What follows belongs to an exercise in optimizing a design on an open flow for small area, a short achievable clock period and few clock cycles per item; a production flow would make more cautious choices. The RTL was checked by simulation tests, not by an equivalence proof against the original design. Power and IR drop assume default switching activity.

File: flow/design.v
module bls_eval (
    input  wire         clk,
    input  wire         rst,       
    input  wire         start,     
    input  wire [1:0]   cmd,       
    input  wire [511:0] prog,      
    input  wire [6:0]   plen,      
    input  wire [31:0]  asgin,     
    input  wire [5:0]   nvin,      
    output wire         ready,
    output reg          done,
    output reg          out,
    output reg  [255:0] ttout,
    output reg  [7:0]   efault,
    output reg  [7:0]   einfo
);
    localparam integer K   = 4;           
    localparam integer LGK = 2;
    localparam integer W   = 16;          
    localparam integer LGW = 4;
    localparam integer DS  = 8;           
    localparam integer NE  = W * DS;      
    localparam integer NG  = 64 / K;      
    localparam integer LGG = 6 - LGK;
    localparam integer M   = 2 * K + 1;   
    localparam integer LGC = 8 - LGW;
    localparam [7:0] F_NONE       = 8'h00;
    localparam [7:0] F_BAD_CMD    = 8'h10;
    localparam [7:0] F_TOO_LONG   = 8'h11;
    localparam [7:0] F_BAD_TOKEN  = 8'h12;
    localparam [7:0] F_UNDERFLOW  = 8'h13;
    localparam [7:0] F_FINAL      = 8'h15;
    localparam [7:0] F_NO_VARS    = 8'h16;
    localparam [7:0] F_TT_LARGE   = 8'h17;
    reg            run;             
    reg            tt;              
    reg [31:0]     asg;             
    reg [3:0]      nv;              
    reg [LGG-1:0]  tp;              
    reg [NG-1:0]   tpo;             
    reg [6:0]      sp;              
    reg [2:0]      mode;            
    reg [LGW-1:0]  q;               
    reg [LGC-1:0]  c;               
    reg [NE-1:0]   E;               
    reg            gv;              
    reg            glast;           
    reg [LGG-1:0]  gidx;            
    reg [K-1:0]    k_var, k_not, k_bin, k_bad;    
    reg [2*K-1:0]  k_op;
    reg [5*K-1:0]  k_idx;           
    reg            wpend, wfirst, fin;
    reg [LGW-1:0]  wq;
    reg [LGC-1:0]  wc;
    assign ready = ~run;
    wire is_tt = (cmd == 2'd2);
    reg [8*K-1:0] fgrp;
    reg [K-1:0]   f_var, f_not, f_bin, f_bad;
    reg [6:0]     fpos;
    reg [7:0]     ftk;
    reg           fval;
    always @* begin : comb1
        integer i, t, d, p, pc, g, mm, off, h;
        fgrp = {8*K{1'b0}};
        for (i = 0; i < NG; i = i + 1)
            fgrp = fgrp | ({8*K{tpo[i]}} & prog[8*K*i +: 8*K]);
        for (t = 0; t < K; t = t + 1) begin
            fpos = {tp, t[LGK-1:0]};
            fval = (fpos < plen);
            ftk  = fgrp[8*t +: 8];
            f_var[t] = fval && (ftk[7:5] == 3'b000);
            f_not[t] = fval && (ftk == 8'h80);
            f_bin[t] = fval && (ftk[4:0] == 5'd0) && (ftk[7:5] != 3'b000) && !ftk[7];
            f_bad[t] = fval && (ftk[7:5] != 3'b000) && !(ftk[4:0] == 5'd0 && ftk[7:5] <= 3'b100);
        end
    end
    wire [6:0]     lm1   = plen - 7'd1;
    wire [LGG-1:0] lastg = (plen == 7'd0) ? {LGG{1'b0}} : lm1[5:LGK];
    wire           flast = (tp == lastg);
    reg [K-1:0]   k_ev;
    reg [8*K-1:0] k_bp;             
    reg [4:0]     tix;
    reg [2:0]     tbp;
    always @* begin : comb2
        integer i, t, d, p, pc, g, mm, off, h;
        for (t = 0; t < K; t = t + 1) begin
            tix = k_idx[5*t +: 5];
            k_ev[t] = asg[tix];
            tbp = nv[2:0] - 3'd1 - tix[2:0];
            for (i = 0; i < 8; i = i + 1)
                k_bp[8*t + i] = ({1'b0, tix} < {2'b0, nv}) && (tbp == i);
        end
    end
    reg [K-1:0] flt;
    reg        anyflt, fltbad;
    reg [6:0]  fltpos;
    reg        ovf;
    reg [2*K:0] dsel;               
    reg        fin1;                
    reg [2*K:0] pfo [0:K];
    reg [K:0]   nva, nbi;
    reg [K+1:0] spd;                
    reg [K:0]   hi;                 
    wire [7:0]  cap = DS << mode;
    always @* begin : ctl
        integer t, u, a, b, j, pc;
        for (j = 0; j <= K + 1; j = j + 1) spd[j] = (sp == j);
        for (j = 0; j <= K; j = j + 1) hi[j] = ({1'b0, sp} + j > cap);
        for (t = 0; t <= K; t = t + 1) begin
            nva = {(K+1){1'b0}};
            nbi = {(K+1){1'b0}};
            for (a = 0; a < (1 << t); a = a + 1) begin
                pc = 0;
                for (u = 0; u < t; u = u + 1) pc = pc + ((a >> u) & 1);
                if ((k_var & ((1 << t) - 1)) == a) nva[pc] = 1'b1;
                if ((k_bin & ((1 << t) - 1)) == a) nbi[pc] = 1'b1;
            end
            pfo[t] = {(2*K+1){1'b0}};
            for (a = 0; a <= t; a = a + 1)
                for (b = 0; b <= t; b = b + 1)
                    pfo[t][a - b + K] = pfo[t][a - b + K] | (nva[a] & nbi[b]);
        end
        dsel = pfo[K];
        for (t = 0; t < K; t = t + 1) begin
            flt[t] = k_bad[t];
            for (j = 0; j <= t; j = j + 1)
                if (spd[j] && pfo[t][K - j] && (k_not[t] || k_bin[t])) flt[t] = 1'b1;
            for (j = 0; j <= t + 1; j = j + 1)
                if (j <= K + 1 && 1 - j >= -t && spd[j] && pfo[t][K + 1 - j] && k_bin[t]) flt[t] = 1'b1;
        end
        anyflt = 1'b0;
        fltbad = 1'b0;
        fltpos = 7'd0;
        for (t = K - 1; t >= 0; t = t - 1)
            if (flt[t]) begin
                anyflt = 1'b1;
                fltbad = k_bad[t];
                fltpos = {gidx, t[LGK-1:0]};
            end
        ovf = 1'b0;
        for (t = 1; t <= K; t = t + 1)
            for (j = 1; j <= t; j = j + 1)
                if (pfo[t][K + j] && hi[j]) ovf = 1'b1;
        fin1 = 1'b0;
        for (j = 0; j <= K + 1; j = j + 1)
            if (1 - j >= -K && spd[j] && dsel[K + 1 - j]) fin1 = 1'b1;
    end
    reg [6:0] sn;
    always @* begin : spnext
        integer d;
        sn = sp;
        for (d = -K; d <= K; d = d + 1)
            if (dsel[d + K]) sn = sp + d[6:0];
    end
    reg [LGW-1:0] mmask;            
    always @* begin : comb5
        integer i, t, d, p, pc, g, mm, off, h;
        for (i = 0; i < LGW; i = i + 1) mmask[i] = (i < mode);
    end
    reg [7:0]     rsel;
    always @* begin : comb6
        integer i, t, d, p, pc, g, mm, off, h;
        for (i = 0; i < 8; i = i + 1)
            if (i >= LGW) rsel[i] = c[i - LGW];
            else          rsel[i] = mmask[i] & q[i];
    end
    reg [K-1:0]     v_com;
    reg [K*LGW-1:0] v_lb;
    always @* begin : comb7
        integer i, t, d, p, pc, g, mm, off, h;
        for (t = 0; t < K; t = t + 1) begin
            v_com[t] = tt ? |(k_bp[8*t +: 8] & rsel) : k_ev[t];
            for (i = 0; i < LGW; i = i + 1)
                v_lb[t*LGW + i] = tt & k_bp[8*t + i] & ~mmask[i];
        end
    end
    wire [W*(K+1)-1:0] F;           
    genvar l;
    generate
        for (l = 0; l < W; l = l + 1) begin : lane
            reg [M-1:0] V [0:K];
            reg         v;
            integer a, b, j;
            always @* begin
                for (j = 0; j < M; j = j + 1)
                    V[0][j] = (l*DS + j < NE) ? E[l*DS + j] : 1'b0;
                for (a = 0; a < K; a = a + 1) begin
                    v = v_com[a];
                    for (b = 0; b < LGW; b = b + 1)
                        if ((l >> b) & 1) v = v | v_lb[a*LGW + b];
                    if (k_var[a]) begin
                        V[a+1][0] = v;
                        for (j = 1; j < M; j = j + 1) V[a+1][j] = V[a][j-1];
                    end else if (k_bin[a]) begin
                        case (k_op[2*a +: 2])
                            2'd1:    V[a+1][0] = V[a][1] & V[a][0];
                            2'd2:    V[a+1][0] = V[a][1] | V[a][0];
                            default: V[a+1][0] = V[a][1] ^ V[a][0];
                        endcase
                        for (j = 1; j < M - 1; j = j + 1) V[a+1][j] = V[a][j+1];
                        V[a+1][M-1] = 1'b0;
                    end else if (k_not[a]) begin
                        V[a+1] = V[a];
                        V[a+1][0] = ~V[a][0];
                    end else begin
                        V[a+1] = V[a];
                    end
                end
            end
            assign F[l*(K+1) +: K+1] = V[K][K:0];
        end
    endgenerate
    reg [NE-1:0] En;
    always @* begin : comb8
        integer i, t, d, p, pc, g, mm, off, h;
        for (g = 0; g < NE; g = g + 1) begin
            En[g] = 1'b0;
            for (d = -K; d <= K; d = d + 1)
                if (g - d >= 0 && g - d < NE)
                    En[g] = En[g] | (dsel[d + K] & E[g - d]);
            for (mm = 0; mm <= LGW; mm = mm + 1) begin
                off = g % (DS << mm);
                h   = (g - off) / DS;
                if (mode == mm && off <= K) En[g] = F[h*(K+1) + off];
            end
        end
    end
    reg [W-1:0] resb;
    always @* begin : comb9
        integer i, t, d, p, pc, g, mm, off, h;
        for (i = 0; i < W; i = i + 1)
            resb[i] = E[(i & ~mmask) * DS];
    end
    reg [7:0] nmask;                
    always @* begin : comb10
        integer i, t, d, p, pc, g, mm, off, h;
        for (i = 0; i < 8; i = i + 1) nmask[i] = (i < nv);
    end
    wire [LGW-1:0] qmax  = mmask & nmask[LGW-1:0];
    wire [LGC-1:0] cmax  = nmask[7:LGW];
    wire           lastq = (q == qmax);
    wire           lastp = lastq && (c == cmax);
    wire           first = (q == {LGW{1'b0}}) && (c == {LGC{1'b0}});
    wire exec    = run && gv;
    wire restart = exec && !anyflt && tt && ovf && (mode != LGW);
    wire pend    = exec && !anyflt && !restart && glast;    
    wire ok      = pend && fin1;
    always @(posedge clk) begin
        E <= En;
    end
    genvar r;
    generate
        for (r = 0; r < 256; r = r + 1) begin : ttbit
            wire wr = (wc == (r / W)) && ((((r % W) & mmask) == wq)) &&
                      ((r >= W) || (((r % W) & ~nmask) == 0));
            always @(posedge clk) begin
                if (rst)
                    ttout[r] <= 1'b0;
                else if (wpend && wr)
                    ttout[r] <= resb[r % W];
                else if (wpend && wfirst)
                    ttout[r] <= 1'b0;
            end
        end
    endgenerate
    always @(posedge clk) begin : seq
        integer t;
        if (rst) begin
            run    <= 1'b0;
            done   <= 1'b0;
            out    <= 1'b0;
            efault <= F_NONE;
            einfo  <= 8'd0;
            tp     <= {LGG{1'b0}};
            tpo    <= {{(NG-1){1'b0}}, 1'b1};
            gv     <= 1'b0;
            sp     <= 7'd0;
            wpend  <= 1'b0;
            fin    <= 1'b0;
        end else begin
            done  <= 1'b0;
            wpend <= 1'b0;
            fin   <= 1'b0;
            k_var <= f_var; k_not <= f_not; k_bin <= f_bin; k_bad <= f_bad;
            for (t = 0; t < K; t = t + 1) begin
                k_op[2*t +: 2]  <= fgrp[8*t+5 +: 2];
                k_idx[5*t +: 5] <= fgrp[8*t +: 5];
            end
            gidx  <= tp;
            glast <= flast;
            tp    <= flast ? {LGG{1'b0}} : tp + 1'b1;
            tpo   <= flast ? {{(NG-1){1'b0}}, 1'b1} : {tpo[NG-2:0], 1'b0};
            if (!run) begin
                tp  <= {LGG{1'b0}};
                tpo <= {{(NG-1){1'b0}}, 1'b1};
                gv  <= 1'b0;
                sp  <= 7'd0;
                asg <= asgin;
                nv  <= nvin[3:0];
                if (start) begin
                    tt   <= is_tt;
                    mode <= is_tt ? 3'd0 : LGW[2:0];
                    q    <= {LGW{1'b0}};
                    c    <= {LGC{1'b0}};
                    if (cmd == 2'd3) begin
                        efault <= F_BAD_CMD;
                        einfo  <= {6'd0, cmd};
                        done   <= 1'b1;
                    end else if (is_tt && nvin == 6'd0) begin
                        efault <= F_NO_VARS;
                        einfo  <= 8'd0;
                        done   <= 1'b1;
                    end else if (is_tt && nvin > 6'd8) begin
                        efault <= F_TT_LARGE;
                        einfo  <= {2'd0, nvin};
                        done   <= 1'b1;
                    end else if (plen > 7'd64) begin
                        efault <= F_TOO_LONG;
                        einfo  <= {1'b0, plen};
                        done   <= 1'b1;
                    end else begin
                        run <= 1'b1;
                        gv  <= 1'b1;
                        tp  <= flast ? {LGG{1'b0}} : {{(LGG-1){1'b0}}, 1'b1};
                        tpo <= flast ? {{(NG-1){1'b0}}, 1'b1} : {{(NG-2){1'b0}}, 2'b10};
                    end
                end
            end else if (fin) begin
                efault <= F_NONE;
                einfo  <= 8'd0;
                done   <= 1'b1;
                run    <= 1'b0;
                tp     <= {LGG{1'b0}};
                tpo    <= {{(NG-1){1'b0}}, 1'b1};
            end else if (exec) begin
                sp <= sn;
                if (anyflt) begin
                    efault <= fltbad ? F_BAD_TOKEN : F_UNDERFLOW;
                    einfo  <= {1'b0, fltpos};
                    done   <= 1'b1;
                    run    <= 1'b0;
                    tp     <= {LGG{1'b0}};
                    tpo    <= {{(NG-1){1'b0}}, 1'b1};
                end else if (restart) begin
                    mode <= mode + 3'd1;
                    sp   <= 7'd0;
                    gv   <= 1'b0;
                    tp   <= {LGG{1'b0}};
                    tpo  <= {{(NG-1){1'b0}}, 1'b1};
                end else if (pend) begin
                    sp <= 7'd0;
                    if (!fin1) begin
                        efault <= F_FINAL;
                        einfo  <= {1'b0, sn};
                        done   <= 1'b1;
                        run    <= 1'b0;
                        tp     <= {LGG{1'b0}};
                        tpo    <= {{(NG-1){1'b0}}, 1'b1};
                    end else if (!tt) begin
                        out    <= F[0];
                        efault <= F_NONE;
                        einfo  <= 8'd0;
                        done   <= 1'b1;
                        run    <= 1'b0;
                        tp     <= {LGG{1'b0}};
                        tpo    <= {{(NG-1){1'b0}}, 1'b1};
                    end else begin
                        wpend  <= 1'b1;
                        wq     <= q;
                        wc     <= c;
                        wfirst <= first;
                        if (lastp) begin
                            fin <= 1'b1;
                            gv  <= 1'b0;
                        end else if (lastq) begin
                            q <= {LGW{1'b0}};
                            c <= c + 1'b1;
                        end else begin
                            q <= q + 1'b1;
                        end
                    end
                end
            end else begin
                gv <= 1'b1;
            end
        end
    end
endmodule
File: flow/run.sh
#!/bin/bash
# synth_recipe.tcl (not shown) runs the flow's synth.tcl, then flattens the netlist and writes it again
# the make line also repeats each setting of config.mk as NAME=value (left out here)
make -C /OpenROAD-flow-scripts/flow DESIGN_CONFIG=/design/flow/config.mk WORK_HOME=/design/flow/orfs CLKGATE_MAP_FILE= SYNTH_SCRIPT=/design/flow/synth_recipe.tcl finish
File: flow/config.mk
export PLATFORM = sky130hd
export DESIGN_NAME = bls_eval
export DESIGN_NICKNAME = bls_eval
export VERILOG_FILES = /design/flow/design.v
export SDC_FILE = /design/flow/constraint.sdc
export NUM_CORES = 4
export LEC_CHECK = 0
export ABC_AREA = 1
export CAP_MARGIN = 20
export CORE_MARGIN = 2
export CORE_UTILIZATION = 30
export SETUP_SLACK_MARGIN = 5
export SLEW_MARGIN = 20
File: flow/constraint.sdc
create_clock -name core_clock -period 10.0 [get_ports {clk}]
set_input_delay 2.0000 -clock core_clock [delete_from_list [all_inputs] [get_ports {clk}]]
set_output_delay 2.0000 -clock core_clock [all_outputs]
set_load 0.01 [all_outputs]
==> reports/metrics.csv, run 1 <==
metric;value;unit
cts_hold_buf;0;
cts-buffers-inserted;68;
worstMarginPinSlew;1.19;ns
synth_seq_area_share;25.4;%
antenna_left;0;
startpoint;k_op[1]$_DFFE_PN_;
io_pins;837;
htreeDepth;3;
rows;144;
dp_hpwl;215000;um
cts_buffer_depth;3;
internal_power;5.32;mW
synth_top_flop_cell;dfxtp_1;
yosysWarnings;18;
crit-reg2reg-launch;k_op[1]$_DFFE_PN_;
r2r-end;E[16]$_DFF_P_;
cts.root.buffer_cell;clkbuf_16;
fp.dieW;397;um
p_switching;4.28;mW
clock-skew-final;0.0696;ns
switching_share;44.6;%
grt_pass1_wl;410000;um
synthTopCellsByCount;nand2_1 (1574), o21ai_0 (790), a21oi_1 (708);
endpoint_kind;register;
cp.required;10.49;ns
grt_pass1_vias;55100;
yosysUniqueCellTypes;73;
hold_path.class;reg2reg;
worst-r2r-setup-slack;4.79;ns
cts_tree;yes;
powerDensity;158;mW/mm2
nFillCells;16100;
nNetsFinal;8524;
firstDrtPassIters;9;
clk_pin_slew;0.06;ns
hold_violations;0;
slowest_stage;o21ai_1;
rsz0062_at_grt;true;
power_frac_comb;41.6;%
drv_cap;0;
p_leak;22.5;nW
synth_edf_count;106;
clkPwrFrac;27.9;%
vias_per_cell;6.10;
status;finished clean;
min_from;ttout[220]$_SDFFE_PP0P_;
insertion_delay;0.70;ns
initial_core_util;30.1;%
vias;60300;
grt_usage;35.7;%
arrival;5.71;ns
r2r_cells;30;
cpMostUsedCell;nand2_1;
fp.coreArea;0.154;mm2
yosys-top-cells-area;dfxtp_1 (19%), nand2_1 (13%), o21ai_0 (8.5%), a21oi_1 (7.7%), edfxtp_1 (6.9%);
worstHoldPathCells;2;
drc;0;
crit_path_max_incr_delay;0.55;ns
setup_tns;0;ns
dieHeight;397;um
first_iter_violations;8338;
yosysTopAreaCellShare;18.5;%
period_needed;5.21;ns
multi_input_area;0.0309;mm2
fmax;192;MHz
start_kind;register;
drv_slew;0;
yosysMostFrequentCell;nand2_1;
final-seq-area;0.0118;mm2
worst-path-max-fanout;17;
fp.dieArea;0.157;mm2
max-slew-margin-rel;20.6;%
netlist_area;0.0463;mm2
setup_viol;0;
antenna_found_initial;49;
synth-seq-cells;534;
routabilityCongestion;1.04;
critPathKind;reg2reg;
syn-instance-count;7126;
place_area;0.0561;mm2
wire_per_inst;29.9;um
grt-ovfl-total;0;
routed_wl;296000;um
synth_area_per_cell;6.50;um2
synth_top_area_cell;dfxtp_1;
port_buffers;831;
syn2layout_area_growth;31.4;%
min_to;ttout[220]$_SDFFE_PP0P_;
grt_max_degree;155;
fin_area;0.0608;mm2
vdd_drop_max;0.123;mV
drive_gt1_share;9.77;%
min_period_over_period;52.1;%
p_seq_share;30.5;%
clkSinkCount;534;
postSynth.asyncResetShare;0;%
[state kept, by name, summed over array words and instances, names as in the netlist, 3 cells and up]
signal and flops:
einfo 7, tpo 16, nv 4, gidx 4, k_var 4, efault 4
c 4, asg 32, mode 3, wq 4, k_op 8, ttout 256
k_bin 4, q 4, k_bad 4, sp 7, k_not 4, k_idx 20
wc 4, tp 4, E 128
[power by group through the flow]
stage	clock [mW]	sequential, mW	combinational (mW)
floorplan	0	2.69	2.28
global placement	0	2.95	3.45
detailed placement	0	2.94	3.48
CTS	2.70	2.90	3.73
global route	2.78	2.95	4.26
finish	2.68	2.93	4.00
[routing by layer]
| metal | share of wire [%] | vias to the layer above | routed length, um | global-route usage, % |
|---|---|---|---|---|
| met3 | 10 | 965 | 31000 | 8.73 |
| met4 | 11 | 12 | 31300 | 31.9 |
| li1 | - | 26600 | - | - |
| met1 | 35 | 28400 | 102000 | 39.9 |
| met2 | 44 | 4346 | 131000 | 56.3 |
| met5 | 0.028 | - | 82 | 0 |
[worst max-delay path by stage]
| stage | endpoint |
|---|---|
| floorplan | E[120]$_DFF_P_ |
| global placement | k_bad[2]$_DFFE_PN_ |
| detailed placement | k_not[3]$_DFFE_PN_ |
| CTS | E[112]$_DFF_P_ |
| global route | E[88]$_DFF_P_ |
| finish | E[16]$_DFF_P_ |
[area by class of cell]
| type | count | area share [%] |
|---|---|---|
| antenna | 41 | 0.169 |
| multi-input combinational | 5388 | 50.8 |
| sequential | 534 | 19.4 |
| clock inverter | 30 | 0.780 |
| clock buffer | 92 | 3.15 |
| tap | 2044 | 4.21 |
| timing repair buffer | 1117 | 17.5 |
| inverter | 637 | 4.03 |
[placed cells by master, fill, tap and decap left out, drive strengths merged, types with 7 or more instances in the layout]
| cell type | instances |
|---|---|
| clkbuf | 94 |
| o211ai | 224 |
| o221ai | 152 |
| a221oi | 171 |
| nor3 | 90 |
| diode | 41 |
| nand3 | 272 |
| xnor2 | 12 |
| ha | 212 |
| buf | 285 |
| a31oi | 50 |
| a2111oi | 44 |
| nand2 | 1631 |
| a211oi | 70 |
| nor4 | 10 |
| o21ai | 837 |
| clkinv | 60 |
| o2111ai | 29 |
| nand4 | 65 |
| clkinvlp | 7 |
| a22o | 50 |
| a21oi | 715 |
| inv | 594 |
| o22ai | 175 |
| clkdlybuf4s50 | 829 |
| edfxtp | 106 |
| or2 | 20 |
| a311oi | 13 |
| nor2 | 386 |
| a22oi | 67 |
| xor2 | 31 |
| dfxtp | 428 |
[metrics by stage]
step	power [mW]	utilization [%]	worst slack (ns)	cells	hold slack, ns
3_5_place_dp	6.42	36.5	3.46	9577	0.455
4_1_cts	9.33	39.1	4.82	9813	0.464
5_1_grt	9.99	39.5	4.46	9870	0.474
3_3_place_gp	6.40	36.5	2.16	9574	0.451
6_report	9.61	39.6	4.79	9883	0.464
2_1_floorplan	4.97	-	5.16	7130	0.468
[cells by family after synthesis]
logic type               after synthesis  share of synthesized area [%]
AND/OR/NAND/NOR                     2485                           22.3
adder cells (fa/ha/maj)              216                           5.90
AO/OA/AOI/OAI                       2639                           35.3
flip-flops                           534                           25.4
buffers and inverters               1208                           10.2
other                                  1                        0.00810
XOR/XNOR                              43                          0.814
[critical path, delay by kind of cell (launching register included)]
family / cells / cell delay (ns)
AO/OA/AOI/OAI: 9 / 1.73
adder cells (fa/ha/maj): 4 / 0.96
buffers and inverters: 5 / 0.88
flip-flops: 1 / 0.46
AND/OR/NAND/NOR: 12 / 0.94
[what timing repair did]
item / 4_1_cts / 5_1_grt
pin swaps: 161 / 107
gates resized for setup: 189 / 106
setup endpoints to repair: 94 / 86
endpoints found under the hold margin: 0 / 0
setup buffers: 114 / 29
Testbench counts, summed over its fixed seeds: cycles 7,315, commands 384.
==> inputs of run 2 (changes only) <==
--- a/flow/design.v
+++ b/flow/design.v
@@ -37,7 +37,6 @@
     reg [31:0]     asg;             
     reg [3:0]      nv;              
     reg [LGG-1:0]  tp;              
-    reg [NG-1:0]   tpo;             
     reg [6:0]      sp;              
     reg [2:0]      mode;            
     reg [LGW-1:0]  q;               
@@ -61,9 +60,7 @@
     reg           fval;
     always @* begin : comb1
         integer i, t, d, p, pc, g, mm, off, h;
-        fgrp = {8*K{1'b0}};
-        for (i = 0; i < NG; i = i + 1)
-            fgrp = fgrp | ({8*K{tpo[i]}} & prog[8*K*i +: 8*K]);
+        fgrp = prog[8*K*tp +: 8*K];
         for (t = 0; t < K; t = t + 1) begin
             fpos = {tp, t[LGK-1:0]};
             fval = (fpos < plen);
@@ -77,18 +74,25 @@
     wire [6:0]     lm1   = plen - 7'd1;
     wire [LGG-1:0] lastg = (plen == 7'd0) ? {LGG{1'b0}} : lm1[5:LGK];
     wire           flast = (tp == lastg);
-    reg [K-1:0]   k_ev;
-    reg [8*K-1:0] k_bp;             
-    reg [4:0]     tix;
-    reg [2:0]     tbp;
-    always @* begin : comb2
-        integer i, t, d, p, pc, g, mm, off, h;
+    reg [K-1:0]   k_ev;             
+    reg [8*K-1:0] k_ioh;            
+    reg [K-1:0]   k_and, k_or, k_xor, k_hold, k_hold0;
+    reg [4*K-1:0] k_lut;
+    always @* begin : dec
+        integer t, i;
         for (t = 0; t < K; t = t + 1) begin
-            tix = k_idx[5*t +: 5];
-            k_ev[t] = asg[tix];
-            tbp = nv[2:0] - 3'd1 - tix[2:0];
+            k_ev[t] = ~tt & asg[k_idx[5*t +: 5]];
             for (i = 0; i < 8; i = i + 1)
-                k_bp[8*t + i] = ({1'b0, tix} < {2'b0, nv}) && (tbp == i);
+                k_ioh[8*t + i] = (k_idx[5*t +: 5] == i);
+            k_and[t]   = k_bin[t] && (k_op[2*t +: 2] == 2'd1);
+            k_or[t]    = k_bin[t] && (k_op[2*t +: 2] == 2'd2);
+            k_xor[t]   = k_bin[t] && (k_op[2*t +: 2] == 2'd3);
+            k_hold[t]  = !k_var[t] && !k_bin[t];
+            k_hold0[t] = !k_var[t] && !k_bin[t] && !k_not[t];
+            k_lut[4*t+0] = k_not[t];
+            k_lut[4*t+1] = k_or[t] | k_xor[t] | k_hold0[t];
+            k_lut[4*t+2] = k_or[t] | k_xor[t] | k_not[t];
+            k_lut[4*t+3] = k_and[t] | k_or[t] | k_hold0[t];
         end
     end
     reg [K-1:0] flt;
@@ -157,21 +161,43 @@
         integer i, t, d, p, pc, g, mm, off, h;
         for (i = 0; i < LGW; i = i + 1) mmask[i] = (i < mode);
     end
-    reg [7:0]     rsel;
-    always @* begin : comb6
-        integer i, t, d, p, pc, g, mm, off, h;
-        for (i = 0; i < 8; i = i + 1)
-            if (i >= LGW) rsel[i] = c[i - LGW];
-            else          rsel[i] = mmask[i] & q[i];
-    end
+    reg [7:0]       rsl;
+    reg [8*LGW-1:0] lsl;
+    function [8*LGW+7:0] vsel;
+        input [LGC-1:0] fc;
+        input [LGW-1:0] fq;
+        input [2:0]     fm;
+        input [3:0]     fn;
+        input           ft;
+        reg   [7:0]     rs;
+        reg   [7:0]     r8;
+        reg   [8*LGW-1:0] ls;
+        integer i, k;
+        begin
+            for (i = 0; i < 8; i = i + 1)
+                if (i >= LGW) rs[i] = fc[i - LGW];
+                else          rs[i] = (i < fm) & fq[i];
+            for (k = 0; k < 8; k = k + 1) begin
+                r8[k] = 1'b0;
+                for (i = 0; i < 8; i = i + 1)
+                    if (k + i + 1 == fn) r8[k] = ft & rs[i];
+                for (i = 0; i < LGW; i = i + 1)
+                    ls[k*LGW + i] = ft && (k + i + 1 == fn) && !(i < fm);
+            end
+            vsel = {ls, r8};
+        end
+    endfunction
     reg [K-1:0]     v_com;
     reg [K*LGW-1:0] v_lb;
-    always @* begin : comb7
-        integer i, t, d, p, pc, g, mm, off, h;
+    always @* begin : vval
+        integer t, i, k;
         for (t = 0; t < K; t = t + 1) begin
-            v_com[t] = tt ? |(k_bp[8*t +: 8] & rsel) : k_ev[t];
-            for (i = 0; i < LGW; i = i + 1)
-                v_lb[t*LGW + i] = tt & k_bp[8*t + i] & ~mmask[i];
+            v_com[t] = k_ev[t] | |(k_ioh[8*t +: 8] & rsl);
+            for (i = 0; i < LGW; i = i + 1) begin
+                v_lb[t*LGW + i] = 1'b0;
+                for (k = 0; k < 8; k = k + 1)
+                    v_lb[t*LGW + i] = v_lb[t*LGW + i] | (k_ioh[8*t + k] & lsl[k*LGW + i]);
+            end
         end
     end
     wire [W*(K+1)-1:0] F;           
@@ -188,23 +214,14 @@
                     v = v_com[a];
                     for (b = 0; b < LGW; b = b + 1)
                         if ((l >> b) & 1) v = v | v_lb[a*LGW + b];
-                    if (k_var[a]) begin
-                        V[a+1][0] = v;
-                        for (j = 1; j < M; j = j + 1) V[a+1][j] = V[a][j-1];
-                    end else if (k_bin[a]) begin
-                        case (k_op[2*a +: 2])
-                            2'd1:    V[a+1][0] = V[a][1] & V[a][0];
-                            2'd2:    V[a+1][0] = V[a][1] | V[a][0];
-                            default: V[a+1][0] = V[a][1] ^ V[a][0];
-                        endcase
-                        for (j = 1; j < M - 1; j = j + 1) V[a+1][j] = V[a][j+1];
-                        V[a+1][M-1] = 1'b0;
-                    end else if (k_not[a]) begin
-                        V[a+1] = V[a];
-                        V[a+1][0] = ~V[a][0];
-                    end else begin
-                        V[a+1] = V[a];
-                    end
+                    V[a+1][0] = V[a][1] ? (V[a][0] ? ((k_var[a] & v) | k_lut[4*a+3])
+                                                   : ((k_var[a] & v) | k_lut[4*a+2]))
+                                        : (V[a][0] ? ((k_var[a] & v) | k_lut[4*a+1])
+                                                   : ((k_var[a] & v) | k_lut[4*a+0]));
+                    for (j = 1; j < M; j = j + 1)
+                        V[a+1][j] = (k_var[a] & V[a][j-1]) |
+                                    (k_bin[a] & (j + 1 < M ? V[a][(j + 1) % M] : 1'b0)) |
+                                    (k_hold[a] & V[a][j]);
                 end
             end
             assign F[l*(K+1) +: K+1] = V[K][K:0];
@@ -272,7 +289,6 @@
             efault <= F_NONE;
             einfo  <= 8'd0;
             tp     <= {LGG{1'b0}};
-            tpo    <= {{(NG-1){1'b0}}, 1'b1};
             gv     <= 1'b0;
             sp     <= 7'd0;
             wpend  <= 1'b0;
@@ -289,10 +305,8 @@
             gidx  <= tp;
             glast <= flast;
             tp    <= flast ? {LGG{1'b0}} : tp + 1'b1;
-            tpo   <= flast ? {{(NG-1){1'b0}}, 1'b1} : {tpo[NG-2:0], 1'b0};
             if (!run) begin
                 tp  <= {LGG{1'b0}};
-                tpo <= {{(NG-1){1'b0}}, 1'b1};
                 gv  <= 1'b0;
                 sp  <= 7'd0;
                 asg <= asgin;
@@ -302,6 +316,8 @@
                     mode <= is_tt ? 3'd0 : LGW[2:0];
                     q    <= {LGW{1'b0}};
                     c    <= {LGC{1'b0}};
+                    {lsl, rsl} <= vsel({LGC{1'b0}}, {LGW{1'b0}}, is_tt ? 3'd0 : LGW[2:0],
+                                       nvin[3:0], is_tt);
                     if (cmd == 2'd3) begin
                         efault <= F_BAD_CMD;
                         einfo  <= {6'd0, cmd};
@@ -322,7 +338,6 @@
                         run <= 1'b1;
                         gv  <= 1'b1;
                         tp  <= flast ? {LGG{1'b0}} : {{(LGG-1){1'b0}}, 1'b1};
-                        tpo <= flast ? {{(NG-1){1'b0}}, 1'b1} : {{(NG-2){1'b0}}, 2'b10};
                     end
                 end
             end else if (fin) begin
@@ -331,7 +346,6 @@
                 done   <= 1'b1;
                 run    <= 1'b0;
                 tp     <= {LGG{1'b0}};
-                tpo    <= {{(NG-1){1'b0}}, 1'b1};
             end else if (exec) begin
                 sp <= sn;
                 if (anyflt) begin
@@ -340,13 +354,14 @@
                     done   <= 1'b1;
                     run    <= 1'b0;
                     tp     <= {LGG{1'b0}};
-                    tpo    <= {{(NG-1){1'b0}}, 1'b1};
                 end else if (restart) begin
                     mode <= mode + 3'd1;
+                    q    <= {LGW{1'b0}};
+                    c    <= {LGC{1'b0}};
+                    {lsl, rsl} <= vsel({LGC{1'b0}}, {LGW{1'b0}}, mode + 3'd1, nv, tt);
                     sp   <= 7'd0;
                     gv   <= 1'b0;
                     tp   <= {LGG{1'b0}};
-                    tpo  <= {{(NG-1){1'b0}}, 1'b1};
                 end else if (pend) begin
                     sp <= 7'd0;
                     if (!fin1) begin
@@ -355,7 +370,6 @@
                         done   <= 1'b1;
                         run    <= 1'b0;
                         tp     <= {LGG{1'b0}};
-                        tpo    <= {{(NG-1){1'b0}}, 1'b1};
                     end else if (!tt) begin
                         out    <= F[0];
                         efault <= F_NONE;
@@ -363,7 +377,6 @@
                         done   <= 1'b1;
                         run    <= 1'b0;
                         tp     <= {LGG{1'b0}};
-                        tpo    <= {{(NG-1){1'b0}}, 1'b1};
                     end else begin
                         wpend  <= 1'b1;
                         wq     <= q;
@@ -375,8 +388,10 @@
                         end else if (lastq) begin
                             q <= {LGW{1'b0}};
                             c <= c + 1'b1;
+                            {lsl, rsl} <= vsel(c + 1'b1, {LGW{1'b0}}, mode, nv, tt);
                         end else begin
                             q <= q + 1'b1;
+                            {lsl, rsl} <= vsel(c, q + 1'b1, mode, nv, tt);
                         end
                     end
                 end
==> run 2 against run 1 <==
Net effect:
- still clean
- clock-buffer cell count grew 2
- via count is 1.6% higher
- fmax is 8.2% higher
- die area fell by 0.63%
- combinational power is 5% higher
- synthesized area is 0.64% lower
- sequential power increased by 8.5%
- final area down 3.7%
- non-clock buffer count fell by 139
- first-iteration DRC count rose by 5.1%
- global-route usage down 1.9 points
- wire length shrank 5.5%
- largest cell class unchanged
==> reports/metrics.csv, run 2 <==
metric;value;unit
status;finished clean;
p_leak;21.4;nW
min_to;ttout[36]$_SDFFE_PP0P_;
fp.dieArea;0.156;mm2
min_from;ttout[36]$_SDFFE_PP0P_;
hold_path.class;reg2reg;
synth_edf_count;146;
routed_wl;280000;um
endpoint_kind;register;
wire_per_inst;28.3;um
synth-seq-cells;558;
vias_per_cell;6.21;
grt_max_degree;117;
cts.root.buffer_cell;clkbuf_16;
synth_seq_area_share;27.5;%
worst-r2r-setup-slack;5.18;ns
syn-instance-count;7267;
worst-path-max-fanout;40;
crit-reg2reg-launch;k_bin[0]$_DFFE_PN_;
io_pins;837;
cts_buffer_depth;3;
cts-buffers-inserted;71;
path_delay_family;buffers and inverters;
fp.coreArea;0.152;mm2
clock-skew-final;0.0384;ns
drive_gt1_share;4.93;%
crit_buf_inv;6;
insertion_delay;0.69;ns
clkSinkCount;558;
place_area;0.0559;mm2
max-slew-margin-rel;19.5;%
slowest_stage;buf_4;
nFillCells;16300;
dieHeight;396;um
grt-ovfl-total;0;
vdd_drop_max;0.122;mV
netlist_area;0.0460;mm2
final_common_cell;nand2_1;
r2r_cells;22;
cpMostUsedCell;nand2_1;
nNetsFinal;8381;
syn2layout_area_growth;27.3;%
arrival;5.43;ns
yosysUniqueCellTypes;66;
antenna_found_initial;24;
firstDrtPassIters;9;
rows;143;
yosysWarnings;18;
worstMarginPinSlew;1.21;ns
layout_common_cells;nand2_1 (1790), clkdlybuf4s50_1 (830), nor2_1 (615);
clk_pin_slew;0.06;ns
synth_top_flop_cell;dfxtp_1;
dp_hpwl;203000;um
first_iter_violations;8767;
worstHoldPathCells;2;
initial_core_util;30.2;%
hold_violations;0;
min_period_over_period;48.2;%
grt_usage;33.8;%
yosysMostFrequentCell;nand2_1;
setup_tns;0;ns
port_buffers;831;
cts_tree;yes;
reg.largest.list;ttout x256, E x128;
cp_cell_sequence;buf_4 > inv_2 > ha_1 > nor2_1 > nand2_1 > o21ai_1 > o21ai_0 > nand2_1 > nand3_4 > inv_8 > o221ai_1 > a21oi_1 > nand2_1 > inv_1 > nor2_2 > nand2_2 > inv_1 > a21oi_1 > nand2_1 > inv_2 > o21ai_0 > a21oi_1;
synth_top_area_cell;dfxtp_1;
postSynth.asyncResetShare;0;%
antenna_left;0;
cts_hold_buf;0;
r2r-end;efault[4]$_SDFFE_PP0P_;
fp.dieW;396;um
cp.required;10.61;ns
grt_pass1_wl;398000;um
drc;0;
regMostFlops;ttout;
start_kind;register;
rsz0062_at_grt;true;
largest_reg_flops;256;
crit_path_max_incr_delay;0.46;ns
htreeDepth;3;
p_total;10.1;mW
critPathKind;reg2reg;
yosys-top-cells-area;dfxtp_1 (18%), nand2_1 (15%), edfxtp_1 (9.5%), o21ai_0 (6.9%), a21oi_1 (5.3%);
fmax;208;MHz
setup_viol;0;
vias;61300;
powerDensity;173;mW/mm2
synth_area_per_cell;6.33;um2
drv_cap;0;
fin_util;38.5;%
synthTopCellsByCount;nand2_1 (1798), o21ai_0 (630), nor2_1 (629);
fin_area;0.0585;mm2
routabilityCongestion;1.06;
drv_slew;0;
grt_pass1_vias;56300;
yosysTopAreaCellShare;17.9;%
period_needed;4.82;ns
run 2: what timing repair did:
item / in CTS / in global routing
resized for setup: 9 / 21
endpoints found under the hold margin: 0 / 0
endpoints found under the setup margin: 70 / 77
buffers inserted: 0 / 4
pin swaps: 0 / 1
run 2: how the worst max path moves through the flow:
stage / slack [ns] / depth (start not counted) / endpoint / from
5_1_grt: 4.99 / 22 / einfo[3]$_SDFFE_PP0P_ / k_bin[0]$_DFFE_PN_
4_1_cts: 5.05 / 21 / einfo[4]$_SDFFE_PP0P_ / k_var[1]$_DFFE_PN_
6_report: 5.18 / 22 / efault[4]$_SDFFE_PP0P_ / k_bin[0]$_DFFE_PN_
3_5_place_dp: 4.61 / 23 / einfo[3]$_SDFFE_PP0P_ / k_var[1]$_DFFE_PN_
3_3_place_gp: 4.55 / 8 / k_not[3]$_DFFE_PN_ / prog[441]
2_1_floorplan: 5.22 / 22 / lsl[0]$_DFFE_PP_ / k_bin[0]$_DFFE_PN_
run 2: power by group:
| part | switching [mW] | internal [mW] | leakage [nW] |
|---|---|---|---|
| Clock | 1.20 | 1.57 | 1.20 |
| Combinational | 2.92 | 1.28 | 15.5 |
| Sequential | 0.584 | 2.60 | 4.77 |
run 2: through the flow:
| stage | setup slack, ns | cells | hold WS (ns) |
|---|---|---|---|
| global placement | 4.55 | 9708 | 0.451 |
| finish | 5.18 | 9866 | 0.463 |
| detailed placement | 4.61 | 9714 | 0.456 |
| CTS | 5.05 | 9841 | 0.465 |
| floorplan | 5.22 | 7271 | 0.432 |
| global route | 4.99 | 9858 | 0.479 |
run 2: tightest hold or removal path: stages (launching register included):
cell and delay (ns):
dfxtp_1 0.30, nand2_1 0.06, a21oi_1 0.05
run 2: cell type report:
| cell class | count | area (um2) | share of cell area, % |
|---|---|---|---|
| multi-input combinational | 5590 | 29200 | 49.9 |
| inverter | 562 | 2140 | 3.66 |
| clock buffer | 94 | 2000 | 3.42 |
| sequential | 558 | 12600 | 21.6 |
| clock inverter | 33 | 442 | 0.755 |
| antenna | 21 | 52.6 | 0.0898 |
| tap | 2030 | 2540 | 4.34 |
| timing repair buffer | 978 | 9490 | 16.2 |
run 2: cell families (layout without fill, tap and decap cells):
kind of cell             Yosys count  after routing  synth area share, %
flip-flops                       558            558                 27.5
adder cells (fa/ha/maj)           58             58                 1.58
AO/OA/AOI/OAI                   2383           2383                 33.2
XOR/XNOR                          37             37                0.705
buffers and inverters           1123           1667                 9.38
multiplexers                       1              1               0.0218
other                              1             26              0.00815
AND/OR/NAND/NOR                 3106           3106                 27.7
run 2: per-layer routing:
metal	vias to the layer above	GRT usage (%)	routed length [um]
met5	-	0	93
met4	14	27.9	28800
met3	1111	7.72	30100
met2	4517	52.2	120000
met1	28700	40.0	100000
li1	26900	-	-
Testbench counts of run 2, summed over its fixed seeds: cycles 7,315, commands 384.
==> inputs of run 3 (changes only) <==
--- a/flow/design.v
+++ b/flow/design.v
@@ -265,19 +265,36 @@
     always @(posedge clk) begin
         E <= En;
     end
+    reg  [W-1:0] stage;
+    reg  [W-1:0] dline;             
+    reg  [W-1:0] qsel;              
+    always @* begin : chunk
+        integer b;
+        for (b = 0; b < W; b = b + 1) begin
+            qsel[b]  = ((b & mmask) == wq);
+            dline[b] = qsel[b] ? resb[b] : stage[b];
+        end
+    end
+    always @(posedge clk) begin : stg
+        integer b;
+        if (wpend)
+            for (b = 0; b < W; b = b + 1)
+                if (qsel[b]) stage[b] <= resb[b];
+    end
+    wire           wlast = wpend && (wq == qmax);
+    reg  [W-1:0]   rowok;           
+    always @* begin : rok
+        integer b;
+        for (b = 0; b < W; b = b + 1) rowok[b] = ((b & ~nmask) == 0);
+    end
+    wire [W-1:0]   d_lo  = rst ? {W{1'b0}} : (dline & rowok);
+    wire [W-1:0]   d_hi  = (rst || wfirst) ? {W{1'b0}} : dline;
     genvar r;
     generate
-        for (r = 0; r < 256; r = r + 1) begin : ttbit
-            wire wr = (wc == (r / W)) && ((((r % W) & mmask) == wq)) &&
-                      ((r >= W) || (((r % W) & ~nmask) == 0));
-            always @(posedge clk) begin
-                if (rst)
-                    ttout[r] <= 1'b0;
-                else if (wpend && wr)
-                    ttout[r] <= resb[r % W];
-                else if (wpend && wfirst)
-                    ttout[r] <= 1'b0;
-            end
+        for (r = 0; r < 256 / W; r = r + 1) begin : ttch
+            wire en = rst || (wlast && wc == r) || (r != 0 && wpend && wfirst);
+            always @(posedge clk)
+                if (en) ttout[W*r +: W] <= (r == 0) ? d_lo : d_hi;
         end
     endgenerate
     always @(posedge clk) begin : seq
--- a/flow/config.mk
+++ b/flow/config.mk
@@ -8,6 +8,6 @@
 export ABC_AREA = 1
 export CAP_MARGIN = 20
 export CORE_MARGIN = 2
-export CORE_UTILIZATION = 30
+export CORE_UTILIZATION = 45
 export SETUP_SLACK_MARGIN = 5
 export SLEW_MARGIN = 20
==> run 3 against run 2 <==
Net effect:
- clock-buffer cell count decreased by 12
- total power is 4.2% higher
- register-to-register slack got worse by 0.22 ns
- sequential cell count is 16 higher
- critical path type unchanged
- global-route usage grew 12 points
- non-clock buffer count shrank 51
- final area shrank 3.5%
- hold slack better by 0.042 ns
- utilization increased by 19 points
- final cell count is 16% lower
- sequential power increased by 11%
==> reports/metrics.csv, run 3 <==
metric;value;unit
hold_path.class;reg2reg;
crit_buf_inv;7;
yosysTopAreaCellShare;28.1;%
postSynth.asyncResetShare;0;%
synth_area_per_cell;7.07;um2
synth-seq-cells;574;
min_period_over_period;50.3;%
crit_path_max_incr_delay;0.80;ns
first_iter_violations;10700;
syn2layout_area_growth;26.2;%
fmax;199;MHz
clock-skew-final;0.0699;ns
routed_wl;247000;um
regMostFlops;ttout;
dieHeight;319;um
antenna_found_initial;29;
nFillCells;9322;
firstDrtPassIters;11;
synth_edf_count;418;
drc;0;
routabilityCongestion;1.06;
drv_slew;0;
fp.coreArea;0.0984;mm2
yosysMostFrequentCell;nand2_1;
final_common_cell;nand2_1;
setup_tns;0;ns
port_buffers;831;
whs;0.505;ns
drv_cap;0;
synth_top_area_cell;edfxtp_1;
fin_area;0.0565;mm2
yosysUniqueCellTypes;68;
grt_usage;46.0;%
cp_cell_sequence;buf_4 > inv_8 > ha_1 > buf_4 > inv_2 > buf_4 > o221ai_1 > a22o_1 > nor2_1 > inv_1 > nand2_1 > nand3_1 > nand3_1 > nand3_1 > nand2_1 > inv_1;
insertion_delay;0.69;ns
synthTopCellsByCount;nand2_1 (1653), nand3_1 (480), inv_1 (470);
place_area;0.0538;mm2
p_total;10.6;mW
status;finished clean;
vias_per_cell;6.77;
slowest_stage;inv_2;
wire_per_inst;30.0;um
initial_core_util;45.5;%
start_kind;register;
clk_pin_slew;0.06;ns
largest_reg_flops;256;
yosysWarnings;18;
worst-path-max-fanout;48;
powerDensity;187;mW/mm2
critPathKind;reg2reg;
final-seq-area;0.0157;mm2
hold_violations;0;
fp.dieArea;0.102;mm2
dp_hpwl;180000;um
drive_gt1_share;5.69;%
yosys-top-cells-area;edfxtp_1 (28%), nand2_1 (14%), dfxtp_1 (7.0%), nand3_1 (5.4%), o221ai_1 (5.0%);
worstMarginPinSlew;1.22;ns
vdd_drop_max;0.110;mV
cts_tree;yes;
period_needed;5.03;ns
vias;55900;
endpoint_kind;register;
htreeDepth;3;
cp.required;10.58;ns
rsz0062_at_grt;false;
rows;115;
cts-buffers-inserted;68;
fp.dieW;319;um
multi_input_area;0.0255;mm2
cts_hold_buf;0;
grt_pass1_vias;50700;
layout_common_cells;nand2_1 (1650), clkdlybuf4s50_1 (831), nand3_1 (477);
path_delay_family;buffers and inverters;
antenna_left;0;
syn-instance-count;6325;
max-slew-margin-rel;17.6;%
reg.largest.list;ttout x256, E x128;
nNetsFinal;7510;
synth_top_flop_cell;edfxtp_1;
cts_buffer_depth;3;
grt-ovfl-total;0;
grt_max_degree;162;
clkSinkCount;574;
cts.root.buffer_cell;clkbuf_16;
fin_util;57.4;%
synth_seq_area_share;35.0;%
arrival;5.62;ns
io_pins;837;
netlist_area;0.0447;mm2
grt_pass1_wl;352000;um
worst-r2r-setup-slack;4.97;ns
setup_viol;0;
p_leak;22.0;nW
[run 3: where the power goes]
| part | internal, mW | switching [mW] |
|---|---|---|
| Clock | 1.57 | 1.11 |
| Combinational | 1.42 | 2.94 |
| Sequential | 2.91 | 0.621 |
[run 3: final cells by class]
type                    instances  area share [%]
inverters                     545            3.69
repair buffers                927            16.2
multi-input cells            4774            45.2
flip-flops and latches        574            27.8
clock inverters                40            1.00
diodes                         23           0.102
clock buffers                  82            3.22
well taps                    1287            2.85
[run 3: logic make-up (layout without fill, tap and decap cells)]
logic type               count (synthesis)  count (layout)  synth area share (%)
flip-flops                             574             574                  35.0
AO/OA/AOI/OAI                         1837            1837                  27.3
AND/OR/NAND/NOR                       2829            2830                  26.6
buffers and inverters                  982            1594                  8.53
other                                    1              28               0.00838
XOR/XNOR                                43              43                 0.842
adder cells (fa/ha/maj)                 58              58                  1.62
multiplexers                             1               1                0.0224
[run 3: worst paths after layout]
| path | from | cells after the start | end |
|---|---|---|---|
| worst max register to register | k_bin[0]$_DFFE_PN_ | 16 | E[48]$_DFF_P_ |
| worst max-delay path | k_bin[0]$_DFFE_PN_ | 16 | E[48]$_DFF_P_ |
| worst min register to register | E[127]$_DFF_P_ | 2 | E[127]$_DFF_P_ |
| worst min-delay path | E[127]$_DFF_P_ | 2 | E[127]$_DFF_P_ |
[run 3: worst min-delay path: stages, from the launching register on]
cell and delay, ns:
dfxtp_1 0.33, a21oi_1 0.07, o221ai_1 0.07
[run 3: per-stage QoR]
step / setup slack [ns] / std cells
floorplan: 5.27 / 6329
global placement: 3.95 / 8098
detailed placement: 3.97 / 8099
CTS: 5.04 / 8222
global route: 5.01 / 8245
finish: 4.97 / 8252
[run 3: repair_timing]
item | in CTS | in global routing
gates resized for setup | 17 | 17
gates cloned | 0 | 1
pin swaps | 0 | 1
buffers inserted | 1 | 5
setup endpoints to repair | 199 | 67
[run 3: metal layers]
metal / track usage [%] / part of all wire (%)
met2: 71.2 / 43
met5: 0 / 0.025
met4: 32.6 / 8.9
met1: 55.7 / 35
met3: 12.1 / 13
Testbench counts of run 3, summed over its fixed seeds: cycles 7,315, commands 384.
==> inputs of run 4 (changes only) <==
--- a/flow/design.v
+++ b/flow/design.v
@@ -51,7 +51,8 @@
     reg            wpend, wfirst, fin;
     reg [LGW-1:0]  wq;
     reg [LGC-1:0]  wc;
-    assign ready = ~run;
+    reg            rdy;             
+    assign ready = rdy;
     wire is_tt = (cmd == 2'd2);
     reg [8*K-1:0] fgrp;
     reg [K-1:0]   f_var, f_not, f_bin, f_bad;
@@ -301,6 +302,7 @@
         integer t;
         if (rst) begin
             run    <= 1'b0;
+            rdy    <= 1'b1;
             done   <= 1'b0;
             out    <= 1'b0;
             efault <= F_NONE;
@@ -353,6 +355,7 @@
                         done   <= 1'b1;
                     end else begin
                         run <= 1'b1;
+                        rdy <= 1'b0;
                         gv  <= 1'b1;
                         tp  <= flast ? {LGG{1'b0}} : {{(LGG-1){1'b0}}, 1'b1};
                     end
@@ -362,6 +365,7 @@
                 einfo  <= 8'd0;
                 done   <= 1'b1;
                 run    <= 1'b0;
+                rdy    <= 1'b1;
                 tp     <= {LGG{1'b0}};
             end else if (exec) begin
                 sp <= sn;
@@ -370,6 +374,7 @@
                     einfo  <= {1'b0, fltpos};
                     done   <= 1'b1;
                     run    <= 1'b0;
+                    rdy    <= 1'b1;
                     tp     <= {LGG{1'b0}};
                 end else if (restart) begin
                     mode <= mode + 3'd1;
@@ -386,6 +391,7 @@
                         einfo  <= {1'b0, sn};
                         done   <= 1'b1;
                         run    <= 1'b0;
+                        rdy    <= 1'b1;
                         tp     <= {LGG{1'b0}};
                     end else if (!tt) begin
                         out    <= F[0];
@@ -393,6 +399,7 @@
                         einfo  <= 8'd0;
                         done   <= 1'b1;
                         run    <= 1'b0;
+                        rdy    <= 1'b1;
                         tp     <= {LGG{1'b0}};
                     end else begin
                         wpend  <= 1'b1;
--- a/flow/config.mk
+++ b/flow/config.mk
@@ -8,6 +8,6 @@
 export ABC_AREA = 1
 export CAP_MARGIN = 20
 export CORE_MARGIN = 2
-export CORE_UTILIZATION = 45
+export CORE_UTILIZATION = 40
 export SETUP_SLACK_MARGIN = 5
 export SLEW_MARGIN = 20
==> run 4 against run 3 <==
Net effect:
- still clean on timing, DRC and antenna
- first-iteration DRC count decreased by 26%
- final area down 0.32%
- non-clock buffer count stayed put
- sequential power hardly changed
- critical path depth is 1 higher
- final cell count up 0.95%
- clock skew is 0.011 ns higher
- sequential cell count rose by 1
- wire length down 0.49%
- highest routed layer unchanged
==> reports/metrics.csv, run 4 <==
metric;value;unit
status;finished clean;
antenna_left;0;
synth_seq_area_share;35.5;%
grt_max_degree;97;
dieHeight;337;um
grt_pass1_wl;349000;um
initial_core_util;40.2;%
firstDrtPassIters;14;
clkSinkCount;575;
fmax;204;MHz
min_period_over_period;48.9;%
dp_hpwl;178000;um
cp.required;10.54;ns
postSynth.asyncResetShare;0;%
routabilityCongestion;1.02;
synth-seq-cells;575;
endpoint_kind;register;
cts-buffers-inserted;70;
p_switching;4.67;mW
insertion_delay;0.71;ns
power_frac_comb;40.5;%
netlist_area;0.0443;mm2
io_pins;837;
grt-ovfl-total;0;
antenna_found_initial;40;
clock-skew-final;0.0812;ns
layout_common_cells;nand2_1 (1732), clkdlybuf4s50_1 (831), inv_1 (519);
yosysMostFrequentCell;nand2_1;
synth_top_area_cell;edfxtp_1;
arrival;5.43;ns
max-slew-margin-rel;16.0;%
fp.dieArea;0.113;mm2
synth_area_per_cell;7.15;um2
whs;0.519;ns
drv_cap;0;
grt_pass1_vias;49500;
powerDensity;187;mW/mm2
clkPwrFrac;25.7;%
routed_wl;246000;um
fp.dieW;337;um
p_seq_share;33.8;%
worst-path-max-fanout;47;
cts.root.buffer_cell;clkbuf_16;
p_leak;22.0;nW
setup_viol;0;
grt_usage;41.5;%
synth_edf_count;418;
rsz0062_at_grt;false;
rows;122;
hold_path.class;reg2reg;
syn-instance-count;6190;
wire_per_inst;29.5;um
synth_top_flop_cell;edfxtp_1;
drive_gt1_share;5.37;%
yosys-top-cells-area;edfxtp_1 (28%), nand2_1 (15%), o221ai_1 (7.6%), dfxtp_1 (7.1%), nand3_1 (4.7%);
hold_violations;0;
htreeDepth;3;
yosysUniqueCellTypes;66;
yosysTopAreaCellShare;28.4;%
drv_slew;0;
vdd_drop_max;0.134;mV
clk_pin_slew;0.07;ns
switching_share;44.4;%
synthTopCellsByCount;nand2_1 (1739), inv_1 (531), edfxtp_1 (418);
final_common_cell;nand2_1;
worstMarginPinSlew;1.26;ns
vias_per_cell;6.46;
syn2layout_area_growth;27.2;%
first_iter_violations;7938;
drc;0;
fp.coreArea;0.110;mm2
setup_tns;0;ns
internal_power;5.85;mW
start_kind;register;
period_needed;4.89;ns
post-cts-setup-buffers;0;
nNetsFinal;7379;
cts_tree;yes;
yosysWarnings;18;
vias;53800;
critPathKind;reg2reg;
reg.largest.list;ttout x256, E x128;
regMostFlops;ttout;
port_buffers;831;
largest_reg_flops;256;
cts_buffer_depth;3;
[run 4: cell count changes in the layout (fill, tap and decap cells not counted), moves of 39 or more]
| cell | delta |
|---|---|
| a21oi_1 | +66 |
| a221oi_1 | -39 |
| inv_1 | +57 |
| nand2_1 | +82 |
| nand3_1 | -63 |
| nor2_1 | -144 |
| o21ai_0 | -154 |
| o221ai_1 | +133 |
| o22ai_1 | -47 |
[run 4: repair_timing]
item | in CTS | in global routing
pin swaps | 0 | 0
resized for setup | 17 | 26
hold buffers | 0 | 0
cloned | 0 | 1
endpoints found under the setup margin | 197 | 98
[run 4: metal layers]
| layer | up-vias | routed length, um | GRT usage, % | share of wire, % |
|---|---|---|---|---|
| met5 | - | 173 | 0 | 0.070 |
| met4 | 22 | 16100 | 22.3 | 6.6 |
| met3 | 888 | 30600 | 12.7 | 12 |
| met2 | 3989 | 107000 | 64.1 | 44 |
| met1 | 25400 | 91900 | 51.7 | 37 |
| li1 | 23600 | - | - | - |
[run 4: kinds of logic (layout without fill, tap and decap cells)]
logic type,after synthesis,count (layout),synth area share (%)
simple gates,2666,2666,24.9
compound gates,1825,1825,28.2
buf+inv,1024,1645,8.93
flops,575,575,35.5
fa+ha+maj,59,59,1.67
xor+xnor,40,40,0.792
other cells,1,32,0.00847
[run 4: layout make-up]
class                      count  area, um2
clock buffer                  94       1890
fill                       10900      53900
multi-input combinational   4595      24900
tap                         1488       1860
inverter                     589       2250
sequential                   575      15700
clock inverter                35        507
timing repair buffer         927       9150
antenna                       27       67.6
[run 4: power groups by stage]
stage / Sequential (mW) / Clock (mW) / Combinational [mW]
global route: 3.57 / 2.82 / 4.57
detailed placement: 3.56 / 0 / 4.04
finish: 3.55 / 2.70 / 4.26
CTS: 3.51 / 2.72 / 4.07
global placement: 3.57 / 0 / 4.03
floorplan: 3.23 / 0 / 2.73
[run 4: through the flow]
stage	instance area [um2]	instances	total power, mW	setup slack [ns]	util (%)
3_5_place_dp	53600	8173	7.60	4.19	48.7
3_3_place_gp	53600	8171	7.60	4.29	48.6
5_1_grt	56300	8325	11.0	4.96	51.1
4_1_cts	56100	8302	10.3	5.02	50.9
2_1_floorplan	44300	6194	5.96	5.25	-
6_report	56300	8330	10.5	5.11	51.1
[run 4: critical path, stage by stage, from the launching register on]
cell	delay [ns]
edfxtp_1	0.53
inv_1	0.20
ha_1	0.25
nand2_1	0.08
buf_6	0.47
inv_2	0.25
nor2_2	0.15
buf_4	0.46
nand2_1	0.55
nor2_1	0.22
buf_4	0.25
nand2_1	0.27
inv_1	0.30
o221ai_1	0.16
a21oi_1	0.14
o21ai_0	0.10
nor3_1	0.31
a31oi_1	0.07
[run 4: path summary, 6_finish.rpt]
check                        start            end  slack, ns  cells past startpoint
max          mode[0]$_SDFFCE_PN0P_   E[4]$_DFF_P_       5.11                     17
min                  E[27]$_DFF_P_  E[29]$_DFF_P_       0.52                      2
max reg2reg  mode[0]$_SDFFCE_PN0P_   E[4]$_DFF_P_       5.11                     17
min reg2reg          E[27]$_DFF_P_  E[29]$_DFF_P_       0.52                      2
Testbench counts of run 4, summed over its fixed seeds: cycles 7,315, commands 384.
==> inputs of run 5 (changes only) <==
==> flow/flow/run.sh (new file) <==
#!/bin/bash
# The standard layout (standard.sh, all steps from its synthesis to
# finish), except that every input and output port is buffered with a
# sky130_fd_sc_hd__buf_1 instead of the cell buffer_ports picks by itself.
# make's full output goes to standard_flow.log; ORFS's own per-step logs stay
# under orfs/logs.
set -euo pipefail
export BUFFER_PORTS_ARGS="-buffer_cell sky130_fd_sc_hd__buf_1"
bash standard.sh > standard_flow.log 2>&1
==> flow/standard.sh (new file) <==
#!/bin/bash
# synth_recipe.tcl (not shown) runs the flow's synth.tcl, then flattens the netlist and writes it again
# the make line also repeats each setting of config.mk as NAME=value (left out here)
make -C /OpenROAD-flow-scripts/flow DESIGN_CONFIG=/design/flow/config.mk WORK_HOME=/design/flow/orfs CLKGATE_MAP_FILE= SYNTH_SCRIPT=/design/flow/synth_recipe.tcl "${@:-finish}"
removed: flow/run.sh
==> run 5 against run 4 <==
Net effect:
- critical path depth shrank 7
- global-route usage shrank 1.4 points
- fmax shrank 1.8%
- still clean on timing, DRC and antenna
- sequential cell count is the same
- combinational power shrank 5.2%
- clock power is essentially flat
- register-to-register slack lost 0.09 ns
- clock skew shrank 0.014 ns
- first-iteration DRC count shrank 0.96%
- via count grew 0.63%
- total power shrank 2.4%
- sequential power is essentially flat
==> reports/metrics.csv, run 5 <==
metric;value;unit
rsz0062_at_grt;false;
final_common_cell;nand2_1;
rows;122;
synth_top_flop_cell;edfxtp_1;
fp.dieArea;0.113;mm2
hold_path.class;reg2reg;
synthTopCellsByCount;nand2_1 (1739), inv_1 (531), edfxtp_1 (418);
routed_wl;239000;um
insertion_delay;0.70;ns
drv_cap;0;
cts_buffer_depth;3;
nFillCells;11400;
synth-seq-cells;575;
synth_edf_count;418;
vias_per_cell;6.49;
firstDrtPassIters;7;
critPathKind;reg2reg;
fmax;201;MHz
cts_tree;yes;
cts_hold_buf;0;
postSynth.asyncResetShare;0;%
yosysUniqueCellTypes;66;
worstMarginPinSlew;1.24;ns
nNetsFinal;7388;
grt_usage;40.1;%
netlist_area;0.0443;mm2
status;finished clean;
vias;54200;
synth_seq_area_share;35.5;%
arrival;5.33;ns
synth_area_per_cell;7.15;um2
grt_pass1_vias;49200;
multi_input_area;0.0249;mm2
hold_violations;0;
drc;0;
initial_core_util;40.2;%
clock-skew-final;0.0670;ns
fp.dieW;337;um
reg.largest.list;ttout x256, E x128;
cp.required;10.35;ns
htreeDepth;3;
drive_gt1_share;5.54;%
cpMostUsedCell;o221ai_1;
worst-r2r-setup-slack;5.02;ns
clkSinkCount;575;
antenna_found_initial;35;
max-slew-margin-rel;16.9;%
start_kind;register;
grt-ovfl-total;0;
crit_buf_inv;3;
routabilityCongestion;1.03;
layout_common_cells;nand2_1 (1732), buf_1 (831), inv_1 (518);
final-seq-area;0.0157;mm2
crit_path_max_incr_delay;0.90;ns
synth_top_area_cell;edfxtp_1;
drv_slew;0;
slowest_stage;nor4_1;
yosys-top-cells-area;edfxtp_1 (28%), nand2_1 (15%), o221ai_1 (7.6%), dfxtp_1 (7.1%), nand3_1 (4.7%);
yosysTopAreaCellShare;28.4;%
syn2layout_area_growth;15.7;%
p_leak;19.8;nW
yosysWarnings;18;
cts-buffers-inserted;70;
io_pins;837;
regMostFlops;ttout;
wire_per_inst;28.6;um
setup_viol;0;
clk_pin_slew;0.06;ns
fin_util;46.5;%
period_needed;4.98;ns
yosysMostFrequentCell;nand2_1;
grt_pass1_wl;339000;um
setup_tns;0;ns
fp.coreArea;0.110;mm2
cts.root.buffer_cell;clkbuf_16;
endpoint_kind;register;
dieHeight;337;um
p_total;10.3;mW
path_delay_family;simple AND/OR/NAND/NOR gates;
syn-instance-count;6190;
first_iter_violations;7862;
worst-path-max-fanout;63;
grt_max_degree;96;
cp_cell_sequence;inv_6 > nand2_4 > buf_4 > o221ai_1 > o221ai_1 > nand2_1 > inv_1 > nor4_1 > nand3_1 > nor3_1;
powerDensity;201;mW/mm2
antenna_left;0;
largest_reg_flops;256;
port_buffers;831;
dp_hpwl;170000;um
min_period_over_period;49.8;%
vdd_drop_max;0.152;mV
## run 5: routing by layer
metal,wire (um),track usage [%],vias up
li1,-,-,23600
met1,88400,50.1,25400
met2,101000,60.1,4247
met3,31100,12.1,905
met4,18300,25.4,14
met5,239,0.766,-
## run 5: where the power goes
group          total (mW)  leakage, nW  switching, mW  internal [mW]
sequential           3.54         5.47          0.636           2.90
clock                2.69         1.16           1.16           1.53
combinational        4.04         13.1           2.86           1.17
total                10.3         19.8           4.66           5.61
## run 5: layout make-up
class | instances | share of cell area (%)
repair buffers | 935 | 7.87
inverters | 589 | 4.36
multi-input cells | 4596 | 48.6
flip-flops and latches | 575 | 30.7
clock inverters | 41 | 1.02
well taps | 1488 | 3.64
clock buffers | 87 | 3.70
diodes | 30 | 0.147
## run 5: path summary, 6_finish.rpt
kind,start,to,cells past startpoint
worst max-delay path,tp[0]$_SDFF_PP0_,k_not[0]$_DFFE_PN_,10
worst min register to register,tp[3]$_SDFF_PP0_,gidx[3]$_DFFE_PN_,0
worst min-delay path,tp[3]$_SDFF_PP0_,gidx[3]$_DFFE_PN_,0
worst max register to register,tp[0]$_SDFF_PP0_,k_not[0]$_DFFE_PN_,10
## run 5: cell families after synthesis
group | Yosys count | synth area share [%]
simple gates | 2666 | 24.9
xor+xnor | 40 | 0.792
buf+inv | 1024 | 8.93
flops | 575 | 35.5
compound gates | 1825 | 28.2
other cells | 1 | 0.00847
fa+ha+maj | 59 | 1.67
## run 5: what timing repair did
action                                  4_1_cts  5_1_grt
endpoints found under the setup margin      143       91
cloned                                        0        1
setup buffers                                 0        2
pin swaps                                     0        1
gates resized for setup                      15       35
## run 5: per-stage QoR
stage          area, um2  setup WS (ns)  std cells  hold WS, ns
2_1_floorplan      44300           5.25       6194        0.432
3_3_place_gp       48500           4.46       8178        0.410
3_5_place_dp       48500           4.32       8178        0.412
4_1_cts            50900           5.03       8306        0.425
5_1_grt            51200           4.94       8332        0.436
6_report           51200           5.02       8341        0.423

-- port drivers added, routing unchanged --
How much do the figures lean on ideal ports? The routed layouts below were timed once more, with nothing changed but the port constraints. Step 1: set_driving_cell puts a clkbuf_16 on clk and a buf_2 on each other input, an assumption about the parent block. Step 2 adds t to the input delays and takes it off the output delays; t is the mean of the earliest and latest rising clock arrival at the registers after step 1. Input paths then give back, and output paths get back, about the clock's delay inside the block. Three values: ideal, step 1, step 2; two values: the first two.
| run | shift t [ns] | setup slack, ns | hold slack, ns | worst register clock-pin slew, ns | cell pins on the clock port's net |
|---|---|---|---|---|---|
| run 1 | 0.744 | 4.785 / 4.785 / 4.226 | 0.464 / 0.464 / 0.464 | 0.07 / 0.07 | 1 |
| run 2 | 0.746 | 5.181 / 5.181 / 4.592 | 0.463 / 0.463 / 0.463 | 0.07 / 0.07 | 1 |
| run 3 | 0.704 | 4.966 / 4.966 / 4.620 | 0.505 / 0.505 / 0.505 | 0.07 / 0.07 | 1 |
| run 4 | 0.751 | 5.110 / 5.110 / 4.585 | 0.519 / 0.519 / 0.519 | 0.07 / 0.07 | 1 |
| run 5 | 0.736 | 5.022 / 5.022 / 4.444 | 0.423 / 0.423 / 0.423 | 0.07 / 0.07 | 1 |
After both steps every run listed still meets setup and hold. For run 2, which loses most, drivers alone change the setup slack by 0.000 ns; drivers and shift together by -0.589 ns.
